Source: an optimization exercise on an open RTL-to-GDS flow (aim: small area, a short achievable clock period and few clock cycles). Production flows keep margins and buffers that such runs may drop. No functional check of the RTL was part of any run shown here. No activity file was given, so power comes from the tool's default toggle rates.

## flow/run.sh

```bash
#!/bin/bash
set -euo pipefail
export BUFFER_PORTS_ARGS="-buffer_cell sky130_fd_sc_hd__buf_1"
bash standard.sh > standard.log 2>&1
```

## standard.sh

```bash
#!/bin/bash
# synth_recipe.tcl (not shown) runs the flow's synth.tcl, then flattens the netlist and writes it again
# the make line also repeats each setting of config.mk as NAME=value (left out here)
make -C /OpenROAD-flow-scripts/flow DESIGN_CONFIG=/design/flow/config.mk WORK_HOME=/design/flow/orfs CLKGATE_MAP_FILE= SYNTH_SCRIPT=/design/flow/synth_recipe.tcl "${@:-finish}"
```

## config.mk

```make
export PLATFORM = sky130hd
export DESIGN_NAME = bdm_codec
export DESIGN_NICKNAME = bdm_codec
export VERILOG_FILES = /design/flow/design.v
export SDC_FILE = /design/flow/constraint.sdc
export NUM_CORES = 4
export LEC_CHECK = 0
export ABC_AREA = 1
export CAP_MARGIN = 20
export CORE_MARGIN = 2
export CORE_UTILIZATION = 40
export CTS_BUF_LIST = sky130_fd_sc_hd__clkbuf_16
export CTS_CLUSTER_DIAMETER = 80
export CTS_CLUSTER_SIZE = 20
export PLACE_DENSITY = 0.75
export SETUP_SLACK_MARGIN = 3.5
export SLEW_MARGIN = 20
```

## constraint.sdc

```tcl
create_clock -name core_clock -period 6.0 [get_ports {clk}]
set_input_delay 1.2000 -clock core_clock [delete_from_list [all_inputs] [get_ports {clk}]]
set_output_delay 1.2000 -clock core_clock [all_outputs]
set_load 0.01 [all_outputs]
```

## design.v

```verilog
module bdm_codec (
    input  wire         clk,
    input  wire         rst,
    input  wire         req_valid,
    output wire         req_ready,
    input  wire [7:0]   req,
    input  wire [7:0]   p0,
    input  wire [7:0]   p1,
    input  wire [39:0]  hdr,
    input  wire [8:0]   din_len,
    input  wire         din_valid,
    output wire         din_ready,
    input  wire [7:0]   din_data,
    output wire         dout_valid,
    input  wire         dout_ready,
    output wire [7:0]   dout_data,
    output wire         dout_last,
    output wire         done,
    output wire [3:0]   st,
    output wire [2:0]   cls,
    output wire [7:0]   rb,
    output wire         rf,
    output wire [7:0]   opc,
    output wire [7:0]   ctl,
    output wire [7:0]   len,
    output wire [191:0] fld,
    output wire [7:0]   fv
);
    localparam [3:0] ST_OK        = 4'h0,
                     ST_EMPTY     = 4'h1,
                     ST_TRUNC     = 4'h2,
                     ST_CHECKSUM  = 4'h3,
                     ST_LENGTH    = 4'h4,
                     ST_UNEXP_OPC = 4'h5,
                     ST_PAY_SHORT = 4'h6,
                     ST_TOO_LONG  = 4'h7,
                     ST_ILL_OP    = 4'h8,
                     ST_ILL_ENT   = 4'h9;
    reg         rr;          
    reg         dr;          
    reg         dv;          
    reg         dl;          
    reg  [7:0]  dd;          
    reg         dn;          
    reg         k_din;       
    reg         k_enc_hdr;   
    reg         k_enc_dat;   
    reg         k_enc_cs;    
    reg         k_build;     
    reg         skv;         
    reg         k_clr;       
    reg         k_csum;
    reg         k_verify;
    reg         k_frame;     
    reg         k_pget;      
    reg         k_ser;       
    reg         k_xsel;      
    reg  [3:0]  ent;
    reg  [8:0]  rem;         
    reg         lastf;       
    reg  [4:0]  c;           
    reg  [3:0]  cb;          
    reg  [7:0]  m;           
    reg  [7:0]  x;           
    reg  [7:0]  acc;
    reg         f_trunc;     
    reg         f_len;       
    reg         f_pshort;    
    reg         f_opc;       
    reg  [7:0]  r_ctl;
    reg  [7:0]  r_opc;
    reg  [7:0]  bn [0:2];
    reg  [7:0]  b [3:13];
    reg  [3:0]  st_q;
    reg         cs_bad;      
    reg  [2:0]  cls_q;
    reg         rf_q;
    reg  [7:0]  gfn;         
    wire [15:0] eh = 16'd1 << ent;           
    wire [7:0] e_grp = {eh[11], eh[10], eh[9], eh[8], eh[6], eh[4], eh[2], eh[0]};
    wire [7:0] e_wop = ({8{eh[0]}}  & 8'h19) | ({8{eh[1]}}  & 8'h18) |
                       ({8{eh[2]}}  & 8'hAD) | ({8{eh[3]}}  & 8'hAC) |
                       ({8{eh[4]}}  & 8'h45) | ({8{eh[5]}}  & 8'h44) |
                       ({8{eh[6]}}  & 8'h3B) | ({8{eh[7]}}  & 8'h3A) |
                       ({8{eh[8]}}  & 8'h33) | ({8{eh[9]}}  & 8'h2F) |
                       ({8{eh[10]}} & 8'h85) | ({8{eh[11]}} & 8'h15);
    wire [7:0] e_minl = eh[2] ? 8'd4 : eh[8] ? 8'd5 : eh[11] ? 8'd16 : 8'd3;
    wire e_get = (e_grp != 8'h00);
    wire e_src = (ent == 4'h3);
    wire [3:0] rop = req[3:0];
    wire [3:0] ren = req[7:4];
    wire rdy  = !(k_din || k_enc_hdr || k_enc_dat || k_enc_cs || k_build || k_clr || dv);
    wire take = req_valid && rdy;
    wire op_din   = (rop == 4'h1) || (rop == 4'h2) || (rop == 4'h3) ||
                    (rop == 4'h5) || (rop == 4'h7);
    wire ill_op   = (rop == 4'h0) || (rop > 4'h9);
    wire ill_ent  = ((rop == 4'h6) || (rop == 4'h7)) && (ren > 4'hB);
    wire too_long = (op_din && (din_len > 9'd261)) || ((rop == 4'h4) && (din_len > 9'd255));
    wire n_zero   = (din_len == 9'd0);
    wire frame_op = (rop == 4'h5) || (rop == 4'h7);
    wire r_get    = (ren == 4'h0) || (ren == 4'h2) || (ren == 4'h4) || (ren == 4'h6) ||
                    (ren == 4'h8) || (ren == 4'h9) || (ren == 4'hA) || (ren == 4'hB);
    reg [3:0] st_take;
    reg [2:0] cls_take;
    always @(*) begin
        if (ill_op)                              begin st_take = ST_ILL_OP;   cls_take = 3'd4; end
        else if (ill_ent)                        begin st_take = ST_ILL_ENT;  cls_take = 3'd4; end
        else if (too_long)                       begin st_take = ST_TOO_LONG; cls_take = 3'd4; end
        else if (frame_op && n_zero)             begin st_take = ST_EMPTY;    cls_take = 3'd1; end
        else                                     begin st_take = ST_OK;       cls_take = 3'd0; end
    end
    wire fail_take = ill_op || ill_ent || too_long;
    wire go_din    = op_din && !fail_take && !n_zero;
    wire go_enc    = (rop == 4'h4) && !too_long;
    wire go_build  = (rop == 4'h6) && !ill_ent;
    wire zero_len  = !(go_din || go_enc || go_build);
    wire [7:0] acc_fed = acc ^ p0;
    wire din_fire = din_valid && dr;
    wire adv      = !dv || dout_ready;               
    wire out_end  = dv && dout_ready && dl;          
    wire [4:0] c1 = (c == 5'd31) ? c : c + 5'd1;
    wire [3:0] cb1 = cb + 4'd1;
    reg  [7:0] bbyte;
    always @(*) begin
        case (cb)
            4'd1:    bbyte = 8'h01;
            4'd5:    bbyte = e_src ? 8'h07 : (e_get ? 8'h03 : 8'h04);
            4'd6:    bbyte = 8'h01;
            4'd7:    bbyte = e_wop;
            4'd8:    bbyte = e_get ? 8'h00 : r_ctl;
            4'd9:    bbyte = e_src ? r_opc : 8'h00;
            4'd10:   bbyte = e_src ? 8'h01 : 8'h00;
            default: bbyte = 8'h00;
        endcase
    end
    wire b_cs = (cb == (e_src ? 4'd13 : (e_get ? 4'd9 : 4'd10)));
    reg  [7:0] hbyte;
    always @(*) begin
        case (cb[1:0])
            2'd1:    hbyte = ~bn[0];
            2'd2:    hbyte = ~bn[1];
            2'd3:    hbyte = ~bn[2];
            default: hbyte = r_ctl;
        endcase
    end
    wire [7:0] x_cs = x ^ (dv ? dd : 8'h00);
    wire cs_ok  = (x == din_data);
    wire pre_ok = !f_trunc && !f_len && !f_opc && !f_pshort;
    wire [7:0] rem2 = rem[7:0] - 8'd2;
    wire fin_ok = pre_ok && cs_ok;
    reg [3:0] st_fin;
    reg [2:0] cls_fin;
    always @(*) begin
        if (f_trunc)          begin st_fin = ST_TRUNC;     cls_fin = 3'd1; end
        else if (cs_bad)      begin st_fin = ST_CHECKSUM;  cls_fin = 3'd2; end
        else if (f_len)       begin st_fin = ST_LENGTH;    cls_fin = 3'd1; end
        else if (f_opc)       begin st_fin = ST_UNEXP_OPC; cls_fin = 3'd3; end
        else if (f_pshort)    begin st_fin = ST_PAY_SHORT; cls_fin = 3'd3; end
        else                  begin st_fin = ST_OK;        cls_fin = 3'd0; end
    end
    wire din_end = k_din && din_fire && lastf;       
    wire fail_end = din_end && k_frame && !fin_ok;
    wire [7:0] bz   = din_data & {8{k_din}};
    wire       bclr = rdy || k_clr;
    always @(posedge clk) begin
        st_q   <= rdy ? st_take : k_clr ? st_fin : ST_OK;
        cls_q  <= rdy ? cls_take : k_clr ? cls_fin : 3'd0;
        cs_bad <= !cs_ok;
        rf_q  <= k_din && lastf && k_verify && cs_ok;
        gfn   <= ~((k_din && lastf && k_pget && fin_ok) ? e_grp : 8'h00);
    end
    always @(posedge clk) begin
        if (rst) begin
            rr        <= 1'b1;
            dr        <= 1'b0;
            dv        <= 1'b0;
            dn        <= 1'b0;
            k_din     <= 1'b0;
            k_enc_hdr <= 1'b0;
            k_enc_dat <= 1'b0;
            k_enc_cs  <= 1'b0;
            k_build   <= 1'b0;
            skv       <= 1'b0;
            k_clr     <= 1'b0;
            acc       <= 8'h00;
        end else begin
            dn    <= 1'b0;
            k_clr <= fail_end;
            if (take) begin
                rr        <= zero_len;
                dn        <= zero_len;
                dr        <= go_din;
                k_din     <= go_din;
                k_enc_hdr <= go_enc;
                k_build   <= go_build;
                dv        <= go_enc || go_build;
                if (rop == 4'h8) acc <= 8'h00;
                if (rop == 4'h9) acc <= acc_fed;
            end
            if (din_end) begin
                dr    <= 1'b0;
                k_din <= 1'b0;
                if (!fail_end) begin
                    dn <= 1'b1;
                    rr <= 1'b1;
                end
            end
            if (k_clr) begin
                dn <= 1'b1;
                rr <= 1'b1;
            end
            if (k_enc_hdr && adv && cb == 4'd4) begin
                k_enc_hdr <= 1'b0;
                if (rem == 9'd0) begin
                    k_enc_cs <= 1'b1;
                end else begin
                    k_enc_dat <= 1'b1;
                    dr        <= 1'b1;
                end
            end
            if (k_enc_dat) begin
                if (din_fire) begin
                    if (adv) begin
                        dv <= 1'b1;
                    end else begin
                        skv <= 1'b1;
                        dr  <= 1'b0;
                    end
                    if (lastf) begin
                        dr <= 1'b0;
                        if (adv) begin
                            k_enc_dat <= 1'b0;
                            k_enc_cs  <= 1'b1;
                        end
                    end
                end else if (skv && adv) begin
                    dv  <= 1'b1;
                    skv <= 1'b0;
                    if (rem == 9'd0) begin
                        k_enc_dat <= 1'b0;
                        k_enc_cs  <= 1'b1;
                    end else begin
                        dr <= 1'b1;
                    end
                end else if (adv) begin
                    dv <= 1'b0;
                end
            end
            if (k_enc_cs && adv) begin
                dv       <= 1'b1;
                k_enc_cs <= 1'b0;
            end
            if (k_build && adv && b_cs)
                k_build <= 1'b0;
            if (out_end) begin
                dv <= 1'b0;
                dn <= 1'b1;
                rr <= 1'b1;
            end
        end
    end
    wire dd_hdr  = k_enc_hdr;                                     
    wire dd_din  = k_enc_dat && !skv;
    wire dd_skid = k_enc_dat && skv;                              
    wire dd_cs   = k_enc_cs || (k_build && b_cs);                 
    wire dd_bld  = k_build && !b_cs;                              
    wire [7:0] dd_nx = ({8{rdy}}     & (rop[1] ? 8'hA6 : hdr[7:0])) |
                       ({8{dd_hdr}}  & hbyte) |
                       ({8{dd_din}}  & din_data) |
                       ({8{dd_skid}} & r_opc) |
                       ({8{dd_cs}}   & x_cs) |
                       ({8{dd_bld}}  & bbyte);
    always @(posedge clk)
        if (rdy || ((k_enc_hdr || k_enc_dat || k_enc_cs || k_build) && adv))
            dd <= dd_nx;
    integer i;
    always @(posedge clk) begin
        if (rdy) begin
            k_csum   <= (rop == 4'h2);
            k_verify <= (rop == 4'h3);
            k_frame  <= frame_op;
            k_pget   <= (rop == 4'h7) && r_get;
            k_ser    <= (rop == 4'h7) && (ren == 4'hB);
            k_xsel   <= (rop == 4'h1) || (rop == 4'h2);
            ent      <= ren;
            f_trunc  <= frame_op && (din_len < 9'd7);
        end
        for (i = 3; i < 14; i = i + 1)
            if (bclr || (k_din && k_ser && c == i + 7))
                b[i] <= bz;
        if (rdy || ((k_din || k_enc_dat) && din_fire)) begin
            rem   <= rdy ? din_len : rem - 9'd1;
            lastf <= rdy ? (din_len == 9'd1) : (rem == 9'd2);
        end
        if (rdy || (k_din && din_fire))
            c <= rdy ? 5'd0 : c1;
        if (rdy || ((k_enc_hdr || k_build) && adv))
            cb <= rdy ? 4'd1 : cb1;
        if (rdy || ((k_enc_cs || (k_build && b_cs)) && adv))
            dl <= !rdy;
        if (rdy || (k_din && c == 5'd4)) begin
            f_len    <= !rdy && ((din_data < 8'd2) || (din_data != rem2));
            f_pshort <= !rdy && k_pget && (din_data < e_minl);
        end
        if (rdy || (k_din && c == 5'd6))
            f_opc <= !rdy && k_pget && (din_data != e_wop);
        if (rdy || (k_din && c == 5'd7)) bn[0] <= rdy ? ~hdr[15:8]  : ~din_data;
        if (rdy || (k_din && c == 5'd8)) bn[1] <= rdy ? ~hdr[23:16] : ~din_data;
        if (rdy || (k_din && c == 5'd9)) bn[2] <= rdy ? ~hdr[31:24] : ~din_data;
    end
    wire [7:0] x_nx = rdy   ? ((rop == 4'h9) ? acc_fed : 8'h00) :
                      k_din ? ((lastf && !k_xsel) ? 8'h00 : x ^ din_data) :
                              x_cs;
    always @(posedge clk)
        if (rdy || (k_din && din_fire && !(lastf && k_csum)) ||
            ((k_enc_hdr || k_enc_dat || k_enc_cs || k_build || dl) && dv && dout_ready))
            x <= x_nx;
    wire [7:0] dz0 = (k_din || k_enc_dat) ? din_data : 8'h00;
    always @(posedge clk) begin
        if (rdy || (k_din && k_frame && c == 5'd5) || k_clr || out_end)
            r_ctl <= rdy ? (go_enc ? hdr[39:32] : go_build ? p0 : 8'h00) : dz0;
        if (rdy || (k_din && k_frame && c == 5'd6) || (k_enc_dat && !skv && !adv) || k_clr || out_end)
            r_opc <= rdy ? (go_build ? p1 : 8'h00) : dz0;
        if (rdy || (k_din && k_frame && c == 5'd4) || k_clr)
            m     <= rdy ? 8'h00 : dz0;
    end
    assign req_ready  = rr;
    assign din_ready  = dr;
    assign dout_valid = dv;
    assign dout_data  = dd;
    assign dout_last  = dl;
    assign done       = dn;
    assign st         = st_q;
    assign cls        = cls_q;
    assign rb         = x;
    assign rf         = rf_q;
    assign opc        = r_opc;
    assign ctl        = r_ctl;
    assign len        = m;
    assign fv         = ~gfn;
    assign fld[  7:  0] = ~(bn[0] | {8{gfn[0]}});                
    assign fld[ 15:  8] = ~(bn[0] | {8{gfn[1]}});                
    assign fld[ 23: 16] = ~(bn[1] | {8{gfn[1]}});                
    assign fld[ 31: 24] = ~(bn[0] | {8{gfn[2]}});                
    assign fld[ 39: 32] = {6'd0, ~(bn[0][1:0] | {2{gfn[3]}})};   
    assign fld[ 47: 40] = ~(bn[0] | {8{gfn[4]}});                
    assign fld[ 55: 48] = ~(bn[1] | {8{gfn[4]}});                
    assign fld[ 63: 56] = ~(bn[2] | {8{gfn[4]}});                
    assign fld[ 71: 64] = ~(bn[0] | {8{gfn[5]}});                
    assign fld[ 79: 72] = ~(bn[0] | {8{gfn[6]}});                
    assign fld[ 87: 80] = ~(bn[0] | {8{gfn[7]}});                
    assign fld[ 95: 88] = ~(bn[1] | {8{gfn[7]}});                
    assign fld[103: 96] = ~(bn[2] | {8{gfn[7]}});                
    genvar g;
    generate
        for (g = 3; g < 14; g = g + 1) begin : g_ser
            assign fld[80 + 8*g +: 8] = b[g];                    
        end
    endgenerate
endmodule
```

==> results of run 1 <==
## layer usage
metal,up-vias,track usage
li1,4678,-
met1,4721,0.3298
met2,617,0.4118
met3,92,0.05209
met4,0,0.09290
met5,-,0
## power breakdown
group          leakage, nW  switching (W)  internal (W)  total, W
Clock                0.292       0.000571      0.000583   0.00115
Sequential            2.40       0.000164       0.00188   0.00205
Combinational         3.11       0.000496      0.000232  0.000727
Total                 5.80        0.00123       0.00270   0.00393
## repair_timing
| item | 4_1_cts | 5_1_grt |
|---|---|---|
| endpoints found under the hold margin | 0 | 0 |
| resized for setup | 91 | 67 |
| setup endpoints to repair | 263 | 117 |
| buffers inserted | 15 | 8 |
| pin swaps | 30 | 18 |
| hold buffers | 0 | 0 |
## cell families after synthesis
logic type                 after synthesis
and+or+nand+nor                        517
xor gates and xnor gates                36
DFF                                    222
AOI/OAI and AO/OA                      197
adders and majority gates               18
other                                    1
buffers and inverters                  204
## tightest hold or removal path: stages, from the launching register on
cell and delay (ns):
dfxtp_1 0.34, a211oi_1 0.07, o211ai_1 0.07
## final timing paths
check	startpoint	endpoint	slack [ns]	cells past startpoint
worst max-delay path	bn[0][4]	fld[76]	3.44	2
worst min-delay path	rr	rr	0.51	2
worst max register to register	k_din	b[7][0]	3.61	6
worst min register to register	rr	rr	0.51	2
## area by class of cell
class	instances	area, sq um	area share
sequential	222	6325	0.4645
multi-input combinational	774	4060	0.2982
timing repair buffer	363	1683	0.1236
inverter	149	564.3	0.04144
tap	341	426.7	0.03133
clock buffer	17	425.4	0.03124
clock inverter	13	125.1	0.009189
antenna	3	7.507	0.0005513
## Yosys cell counts, types with 3 or more instances
master / number
nand4_1: 14
buf_2: 13
nand3_2: 3
o211ai_1: 3
o21ai_0: 82
a21oi_2: 3
nand3_1: 63
dfxtp_1: 36
o31ai_1: 7
clkbuf_1: 29
o22ai_1: 17
xnor2_1: 21
a211oi_1: 8
inv_1: 134
a21oi_1: 35
inv_2: 10
ha_1: 18
xor2_1: 15
edfxtp_1: 186
nor2_2: 4
nor3_1: 13
o21ai_1: 10
nand2_1: 199
a22oi_1: 16
nand3b_1: 3
o2111ai_1: 3
clkinv_1: 5
buf_4: 10
o221ai_1: 7
nor2_1: 198
or2_2: 8
## through the flow
stage	worst slack (ns)	std cells	hold slack, ns	area, sq um	total power (W)
floorplan	3.516	1200	0.4772	11080	0.002443
CTS	3.460	1871	0.5154	13340	0.003918
finish	3.437	1882	0.5121	13620	0.003929
global placement	2.859	1826	0.4904	12550	0.002739
global route	3.392	1881	0.5582	13610	0.004086
detailed placement	2.790	1826	0.4871	12550	0.002749
## sequential cells by signal (all words and copies together), names as in the netlist, 3 cells and up
| register | flops |
|---|---|
| c | 5 |
| dd | 8 |
| acc | 8 |
| cb | 4 |
| st_q | 4 |
| x | 8 |
| gfn | 8 |
| r_opc | 8 |
| bn | 24 |
| b | 88 |
| cls_q | 3 |
| ent | 4 |
| r_ctl | 8 |
| m | 8 |
| rem | 9 |
==> impl_metrics.env, run 1 <==
export IMPL_antenna_found_initial=3
export IMPL_seq_area_frac_synth=0.5702
export IMPL_grtUsageTotal=0.2514
export IMPL_clk_latency_ns=0.51
export IMPL_die_area_sq_mm=0.02900
export IMPL_fin_tns_setup_ns=0
export IMPL_syn_to_final_growth_pct=23.12
export IMPL_fin_skew_ns=0.01937
export IMPL_io_buffer_count=332
export IMPL_fmax_mhz=390.2
export IMPL_synth_warnings=3
export IMPL_die_y_microns=170.3
export IMPL_worstPathMaxFanout=8
export IMPL_cts_buffer_depth=3
export IMPL_grt_ovfl_total=0
export IMPL_synthArstFlopShare=0
export IMPL_worstPathArrival_ns=1.36
export IMPL_start_util=0.4092
export IMPL_synth_edf_count=186
export IMPL_synth_compound_area_share=0.1054
export IMPL_maxCapViolations=0
export IMPL_postLayoutCoreUtil=0.5038
export IMPL_synth_xor_area_frac=0.02851
export IMPL_rsz0062_at_grt="true"
export IMPL_antenna_left=0
export IMPL_critPathMaxStageDelay_ns=0.56
export IMPL_die_w_microns=170.3
export IMPL_vias=10110
export IMPL_highest_layer="met4"
export IMPL_synthMuxAreaShare=0
export IMPL_io_pins=339
export IMPL_wl_met3_microns=4054
export IMPL_drv_slew=0
export IMPL_synth_ff_type="edfxtp_1"
export IMPL_wl_per_cell_microns=20.34
export IMPL_power_density_mw_per_mm2=288.5
export IMPL_end_kind="primary output"
export IMPL_routabilityCongestion=1.010
export IMPL_yosys_top_cells_area="edfxtp_1, nand2_1, nor2_1"
export IMPL_synth_top_area_share=0.5050
export IMPL_synth_cell_types=48
export IMPL_syn_area_sq_mm=0.01106
export IMPL_cts_root_buf="clkbuf_16"
export IMPL_status="timing/DRC/antenna clean"
export IMPL_worstMarginPinSlew_ns=0.9022
export IMPL_final_nets=1631
export IMPL_synthAdderAreaFrac=0.02036
export IMPL_cts_sinks=222
export IMPL_layout_common_cells="buf_1, nand2_1, edfxtp_1, nor2_1, inv_1"
export IMPL_drive_above_1_share=0.1352
export IMPL_worstPathCellList="nor2_1 -> buf_2"
export IMPL_avgViaCountPerCell=5.371
export IMPL_hp_class="reg -> reg"
export IMPL_synth_simple_gate_area_share=0.2001
export IMPL_route_detailed_drc=0
export IMPL_leakage_nw=5.800
export IMPL_post_dp_hpwl_microns=28790
export IMPL_initialDrtViolationCount=1025
export IMPL_peakVddDrop_mv=0.1423
export IMPL_clkTransAtPathRegs_ns=0.09
export IMPL_worstPathRequired_ns=4.80
export IMPL_synth_top_family_by_area="simple AND/OR/NAND/NOR gates"
export IMPL_final_hold_viol_count=0
export IMPL_critPathBufInv=1
export IMPL_syn_area_per_cell_sq_um=9.255
export IMPL_final_common_cell="buf_1"
export IMPL_wl_met2_microns=17670
export IMPL_wl_microns=38290
export IMPL_grt_pass1_wl_microns=54660
export IMPL_grt_max_degree=60
export IMPL_drt_met1_wl_microns=15080
export IMPL_num_rows=60
export IMPL_slowest_stage="edfxtp_1"
export IMPL_ys_ff_latch=222
export IMPL_cts_tree="yes"
export IMPL_dr_pass1_iters=6
export IMPL_yosys_area_top_type="edfxtp_1"
export IMPL_h_tree_depth=1
export IMPL_slew_headroom=0.3921
export IMPL_synthCells=1195
export IMPL_first_global_vias=9103
export IMPL_start_kind="register"
export IMPL_coreArea_sq_mm=0.02703
export IMPL_critical_path_top_delay_family="flip-flops"
export IMPL_crit_type="reg -> out"
export IMPL_fin_crit_ns=2.563
export IMPL_fillers=2550
export IMPL_period_share=0.4272
export IMPL_setup_violations_final=0
export IMPL_numCtsBuffers=17
==> run 2, diff against run 1 <==
--- a/design.v
+++ b/design.v
@@ -169,6 +169,11 @@
         rf_q  <= k_din && lastf && k_verify && cs_ok;
         gfn   <= ~((k_din && lastf && k_pget && fin_ok) ? e_grp : 8'h00);
     end
+    wire hdr_end  = k_enc_hdr && adv && (cb == 4'd4);           
+    wire rem_zero = (rem == 9'd0);
+    wire enc_last = k_enc_dat && din_fire && lastf && adv;       
+    wire skid_end = k_enc_dat && skv && adv && rem_zero;          
+    wire fin_evt  = (din_end && !fail_end) || k_clr || out_end;   
     always @(posedge clk) begin
         if (rst) begin
             rr        <= 1'b1;
@@ -184,79 +189,26 @@
             k_clr     <= 1'b0;
             acc       <= 8'h00;
         end else begin
-            dn    <= 1'b0;
-            k_clr <= fail_end;
-            if (take) begin
-                rr        <= zero_len;
-                dn        <= zero_len;
-                dr        <= go_din;
-                k_din     <= go_din;
-                k_enc_hdr <= go_enc;
-                k_build   <= go_build;
-                dv        <= go_enc || go_build;
-                if (rop == 4'h8) acc <= 8'h00;
-                if (rop == 4'h9) acc <= acc_fed;
-            end
-            if (din_end) begin
-                dr    <= 1'b0;
-                k_din <= 1'b0;
-                if (!fail_end) begin
-                    dn <= 1'b1;
-                    rr <= 1'b1;
-                end
-            end
-            if (k_clr) begin
-                dn <= 1'b1;
-                rr <= 1'b1;
-            end
-            if (k_enc_hdr && adv && cb == 4'd4) begin
-                k_enc_hdr <= 1'b0;
-                if (rem == 9'd0) begin
-                    k_enc_cs <= 1'b1;
-                end else begin
-                    k_enc_dat <= 1'b1;
-                    dr        <= 1'b1;
-                end
-            end
-            if (k_enc_dat) begin
-                if (din_fire) begin
-                    if (adv) begin
-                        dv <= 1'b1;
-                    end else begin
-                        skv <= 1'b1;
-                        dr  <= 1'b0;
-                    end
-                    if (lastf) begin
-                        dr <= 1'b0;
-                        if (adv) begin
-                            k_enc_dat <= 1'b0;
-                            k_enc_cs  <= 1'b1;
-                        end
-                    end
-                end else if (skv && adv) begin
-                    dv  <= 1'b1;
-                    skv <= 1'b0;
-                    if (rem == 9'd0) begin
-                        k_enc_dat <= 1'b0;
-                        k_enc_cs  <= 1'b1;
-                    end else begin
-                        dr <= 1'b1;
-                    end
-                end else if (adv) begin
-                    dv <= 1'b0;
-                end
-            end
-            if (k_enc_cs && adv) begin
-                dv       <= 1'b1;
-                k_enc_cs <= 1'b0;
-            end
-            if (k_build && adv && b_cs)
-                k_build <= 1'b0;
-            if (out_end) begin
-                dv <= 1'b0;
-                dn <= 1'b1;
-                rr <= 1'b1;
-            end
+            dn        <= (take && zero_len) || fin_evt;
+            rr        <= rdy ? !(take && !zero_len) : fin_evt;
+            k_clr     <= fail_end;
+            k_din     <= rdy ? (take && go_din)   : (k_din && !din_end);
+            k_enc_hdr <= rdy ? (take && go_enc)   : (k_enc_hdr && !hdr_end);
+            k_build   <= rdy ? (take && go_build) : (k_build && !(adv && b_cs));
+            k_enc_dat <= (hdr_end && !rem_zero) || (k_enc_dat && !enc_last && !skid_end);
+            k_enc_cs  <= (hdr_end && rem_zero) || enc_last || skid_end || (k_enc_cs && !adv);
+            skv       <= k_enc_dat && (skv ? !adv : (din_fire && !adv));
+            dr        <= rdy       ? (take && go_din) :
+                         k_din     ? !din_end :
+                         k_enc_hdr ? (hdr_end && !rem_zero) :
+                         k_enc_dat ? (skv ? (adv && !rem_zero) : !(din_fire && (!adv || lastf))) :
+                                     1'b0;
+            dv        <= rdy       ? (take && (go_enc || go_build)) :
+                         k_enc_dat ? (!adv || din_fire || skv) :
+                         (k_enc_hdr || k_enc_cs || k_build) ? 1'b1 :
+                                     (dv && !out_end);
+            if (take && (rop == 4'h8)) acc <= 8'h00;
+            if (take && (rop == 4'h9)) acc <= acc_fed;
         end
     end
     wire dd_hdr  = k_enc_hdr;                                     
@@ -283,30 +235,49 @@
             k_ser    <= (rop == 4'h7) && (ren == 4'hB);
             k_xsel   <= (rop == 4'h1) || (rop == 4'h2);
             ent      <= ren;
+            rem      <= din_len;
+            lastf    <= (din_len == 9'd1);
+            c        <= 5'd0;
+            cb       <= 4'd1;
+            dl       <= 1'b0;
             f_trunc  <= frame_op && (din_len < 9'd7);
+            f_len    <= 1'b0;
+            f_pshort <= 1'b0;
+            f_opc    <= 1'b0;
+            bn[0]    <= ~hdr[15:8];
+            bn[1]    <= ~hdr[23:16];
+            bn[2]    <= ~hdr[31:24];
         end
         for (i = 3; i < 14; i = i + 1)
             if (bclr || (k_din && k_ser && c == i + 7))
                 b[i] <= bz;
-        if (rdy || ((k_din || k_enc_dat) && din_fire)) begin
-            rem   <= rdy ? din_len : rem - 9'd1;
-            lastf <= rdy ? (din_len == 9'd1) : (rem == 9'd2);
-        end
-        if (rdy || (k_din && din_fire))
-            c <= rdy ? 5'd0 : c1;
-        if (rdy || ((k_enc_hdr || k_build) && adv))
-            cb <= rdy ? 4'd1 : cb1;
-        if (rdy || ((k_enc_cs || (k_build && b_cs)) && adv))
-            dl <= !rdy;
-        if (rdy || (k_din && c == 5'd4)) begin
-            f_len    <= !rdy && ((din_data < 8'd2) || (din_data != rem2));
-            f_pshort <= !rdy && k_pget && (din_data < e_minl);
-        end
-        if (rdy || (k_din && c == 5'd6))
-            f_opc <= !rdy && k_pget && (din_data != e_wop);
-        if (rdy || (k_din && c == 5'd7)) bn[0] <= rdy ? ~hdr[15:8]  : ~din_data;
-        if (rdy || (k_din && c == 5'd8)) bn[1] <= rdy ? ~hdr[23:16] : ~din_data;
-        if (rdy || (k_din && c == 5'd9)) bn[2] <= rdy ? ~hdr[31:24] : ~din_data;
+        if (k_din && din_fire) begin
+            c     <= c1;
+            rem   <= rem - 9'd1;
+            lastf <= (rem == 9'd2);
+        end
+        if (k_din) begin
+            if (c == 5'd4) begin
+                f_len    <= (din_data < 8'd2) || (din_data != rem2);
+                f_pshort <= k_pget && (din_data < e_minl);
+            end
+            if (c == 5'd6) f_opc <= k_pget && (din_data != e_wop);
+            if (c == 5'd7) bn[0]  <= ~din_data;
+            if (c == 5'd8) bn[1]  <= ~din_data;
+            if (c == 5'd9) bn[2]  <= ~din_data;
+        end
+        if (k_enc_hdr && adv)
+            cb <= cb1;
+        if (k_enc_dat && din_fire) begin
+            rem   <= rem - 9'd1;
+            lastf <= (rem == 9'd2);
+        end
+        if (k_enc_cs && adv)
+            dl <= 1'b1;
+        if (k_build && adv) begin
+            cb <= cb1;
+            if (b_cs) dl <= 1'b1;
+        end
     end
     wire [7:0] x_nx = rdy   ? ((rop == 4'h9) ? acc_fed : 8'h00) :
                       k_din ? ((lastf && !k_xsel) ? 8'h00 : x ^ din_data) :
==> run 2 against run 1 <==
Wire length grew 1.4%; clock skew grew 0.0067 ns; die area grew 0.89%; first-iteration DRC count grew 7.8%; synthesized cell count grew 12%; clock-buffer cell count grew 1; sequential cell count is the same; non-clock buffer count shrank 23; total power shrank 3.0%.
==> impl_metrics.env, run 2 <==
export IMPL_status="timing/DRC/antenna clean"
export IMPL_synth_warnings=3
export IMPL_synth_common_cells="nand2_1, nor2_1, inv_1, edfxtp_1, o21ai_0"
export IMPL_synth_ff_type="edfxtp_1"
export IMPL_cts_tree="yes"
export IMPL_power_density_mw_per_mm2=286.7
export IMPL_num_rows=61
export IMPL_first_global_vias=9420
export IMPL_leakage_nw=5.594
export IMPL_drive_above_1_share=0.04343
export IMPL_syn_area_per_cell_sq_um=8.323
export IMPL_peakVddDrop_mv=0.1982
export IMPL_final_common_cell="buf_1"
export IMPL_p_seq_frac=0.531
export IMPL_n_antenna_cell=0
export IMPL_slew_headroom=0.3346
export IMPL_slowest_stage="dfxtp_4"
export IMPL_post_synth_top_count_cell="nand2_1"
export IMPL_grt_ovfl_total=0
export IMPL_layout_cells_non_filler=2036
export IMPL_avgViaCountPerCell=5.194
export IMPL_power_total_w=0.003809
export IMPL_cts_hold_buf=0
export IMPL_synth_edf_count=158
export IMPL_start_kind="register"
export IMPL_h_tree_depth=1
export IMPL_post_dp_hpwl_microns=30220
export IMPL_coreArea_sq_mm=0.02763
export IMPL_critPathMaxStageDelay_ns=0.45
export IMPL_wl_microns=38840
export IMPL_io_pins=339
export IMPL_yosys_area_top_type="edfxtp_1"
export IMPL_combPwrFrac=0.179
export IMPL_synth_top_family_by_area="simple AND/OR/NAND/NOR gates"
export IMPL_initialDrtViolationCount=1105
export IMPL_layout_common_cells="buf_1, nand2_1, nor2_1, inv_1, edfxtp_1"
export IMPL_crit_type="reg -> out"
export IMPL_numPlacedInstances=2008
export IMPL_synth_top_area_share=0.4251
export IMPL_grtUsageTotal=0.2535
export IMPL_die_y_microns=171.0
export IMPL_switching_share=0.3167
export IMPL_worstPathCellList="nor2_2 -> buf_1"
export IMPL_fmax_mhz=399.3
export IMPL_syn_to_final_growth_pct=19.05
export IMPL_synthAdderAreaFrac=0.02018
export IMPL_wl_per_cell_microns=19.08
export IMPL_hp_class="reg -> reg"
export IMPL_synthCells=1341
export IMPL_dr_pass1_iters=6
export IMPL_rsz0062_at_grt="true"
export IMPL_whs_endpoint="acc[7]"
export IMPL_end_kind="primary output"
export IMPL_grt_pass1_wl_microns=55680
export IMPL_regMostFlops="b"
export IMPL_drv_slew=0
export IMPL_start_util=0.4039
export IMPL_cellInternalPower_w=0.002603
export IMPL_rrSetupSlack_ns=3.58
export IMPL_fin_crit_ns=2.505
export IMPL_numCtsBuffers=16
export IMPL_synth_compound_area_share=0.1140
export IMPL_yosys_top_cells_area="edfxtp_1, dfxtp_1, nand2_1"
export IMPL_clkTransAtPathRegs_ns=0.08
export IMPL_synthArstFlopShare=0
export IMPL_critPathBufInv=1
export IMPL_synth_simple_gate_area_share=0.2250
export IMPL_final_hold_viol_count=0
export IMPL_routabilityCongestion=1.014
export IMPL_cts_sinks=222
export IMPL_fin_tns_setup_ns=0
export IMPL_reg_top3="b: 88 flops, bn: 24 flops, rem: 9 flops"
export IMPL_maxCapViolations=0
export IMPL_clockPowerShare=0.289
export IMPL_worstPathMaxFanout=25
export IMPL_critical_path_top_delay_family="flip-flops"
export IMPL_reg2reg_from="k_din"
export IMPL_vias=10580
export IMPL_syn_area_sq_mm=0.01116
export IMPL_largest_reg_flops=88
export IMPL_seq_area_frac_synth=0.5399
export IMPL_final_nets=1752
export IMPL_post_cts_repair_setup_buffers=0
export IMPL_min_from="acc[7]"
export IMPL_fin_skew_ns=0.02605
export IMPL_antenna_found_initial=0
export IMPL_worstMarginPinSlew_ns=0.9873
export IMPL_cts_root_buf="clkbuf_16"
export IMPL_synth_xor_area_frac=0.01962
export IMPL_antenna_left=0
export IMPL_p_sw_w=0.001206
export IMPL_cts_buffer_depth=3
export IMPL_clk_latency_ns=0.50
export IMPL_io_buffer_count=332
export IMPL_worstPathRequired_ns=4.80
export IMPL_rr_worst_depth=7
export IMPL_period_share=0.4175
export IMPL_setup_violations_final=0
export IMPL_route_detailed_drc=0
export IMPL_dp_slack_ns=2.969
export IMPL_synth_cell_types=47
export IMPL_synthMuxAreaShare=0
export IMPL_worstPathArrival_ns=1.30
export IMPL_die_area_sq_mm=0.02925
export IMPL_r2r_end="b[11][2]"
export IMPL_worstHoldPathCells=2
export IMPL_ys_ff_latch=222
export IMPL_die_w_microns=171.0
export IMPL_grt_max_degree=70
export IMPL_worst_slack_ns=3.495
[run 2: changes by cell type after synthesis, moves of 11 or more]
cell | before | now
dfxtp_1 | 36 | 64
a22oi_1 | 16 | 1
nor2_1 | 198 | 235
xnor2_1 | 21 | 10
edfxtp_1 | 186 | 158
a21oi_1 | 35 | 55
inv_1 | 134 | 167
o21ai_0 | 82 | 107
nand2_1 | 199 | 299
[run 2: area by class of cell]
| type | instances | area [sq um] |
|---|---|---|
| clock buffer | 18 | 450.4 |
| sequential | 222 | 6053 |
| clock inverter | 10 | 62.56 |
| timing repair buffer | 340 | 1319 |
| tap | 378 | 473.0 |
| fill | 2748 | 14340 |
| multi-input combinational | 896 | 4280 |
| inverter | 172 | 648.1 |
[run 2: logic make-up after synthesis]
group                      Yosys count
and+or+nand+nor                    619
AOI/OAI and AO/OA                  228
buffers and inverters              228
DFF                                222
xor gates and xnor gates            25
adders and majority gates           18
other                                1
[run 2: what timing repair did]
item,in CTS,in global routing
setup endpoints to repair,250,79
gates cloned,0,0
resized for setup,26,13
endpoints found under the hold margin,0,0
[run 2: worst max path at each step]
stage / start / end / slack, ns / depth (start not counted)
6_report: gfn[4] / fld[60] / 3.50 / 2
5_1_grt: k_din / b[10][7] / 3.48 / 7
4_1_cts: k_din / b[5][4] / 3.45 / 7
3_5_place_dp: req[1] / r_ctl[2] / 2.97 / 10
3_3_place_gp: k_din / b[11][7] / 3.02 / 7
2_1_floorplan: req[1] / r_ctl[0] / 3.57 / 10
[run 2: power by group through the flow]
stage                     clock [W]  combinational [W]  sequential (W)
after CTS                   0.00111           0.000675         0.00202
after global placement            0           0.000666         0.00205
after detailed placement          0           0.000670         0.00205
final                       0.00110           0.000684         0.00202
after global routing        0.00116           0.000758         0.00204
after floorplan                   0           0.000363         0.00204
[run 2: metal layers]
metal,GRT usage,vias to the layer above,part of all wire
li1,-,4988,-
met1,0.3400,4918,0.41
met2,0.4113,599,0.45
met3,0.05413,71,0.11
met4,0.07885,0,0.031
met5,0,-,0
[run 2: tightest hold or removal path: cells and delay by family (launching register included)]
family / cells / cell delay [ns]
DFF: 1 / 0.33
and+or+nand+nor: 1 / 0.06
AOI/OAI and AO/OA: 1 / 0.05
[run 2: per-stage QoR]
| step | instance area (sq um) | util | hold WS, ns |
|---|---|---|---|
| 2_1_floorplan | 11190 | - | 0.4392 |
| 3_3_place_gp | 12710 | 0.4602 | 0.4544 |
| 3_5_place_dp | 12710 | 0.4602 | 0.4687 |
| 4_1_cts | 13270 | 0.4801 | 0.4817 |
| 5_1_grt | 13290 | 0.4809 | 0.4991 |
| 6_report | 13290 | 0.4809 | 0.4813 |

separate check: timing with driven ports:
No port has a modelled driver above. Below, the same layouts with a new extraction and two added sets of constraints. Step 1 sets driving cells, clkbuf_16 on the clock port and buf_2 on the other inputs (assumed; they add their load-dependent delay and slew). Step 2 also shifts input and output timing later by t, the mid clock arrival at the registers, as if the neighbouring blocks saw the same clock. a / b / c = no drivers / after step 1 / after step 2; a / b = the first two.
run | shift t [ns] | slack for setup (ns) | latest minus earliest clock arrival (ns) | worst data-port slew with drivers (ns) | cell pins on the clock port's net
run 1 | 0.548 | 3.437 / 3.388 / 3.014 | 0.021 / 0.021 | 0.11 | 1
run 2 | 0.542 | 3.495 / 3.441 / 3.084 | 0.026 / 0.026 | 0.06 | 1
After both steps every run listed still meets setup and hold. For run 1, which loses most, drivers alone change the setup slack by -0.049 ns; drivers and shift together by -0.423 ns.
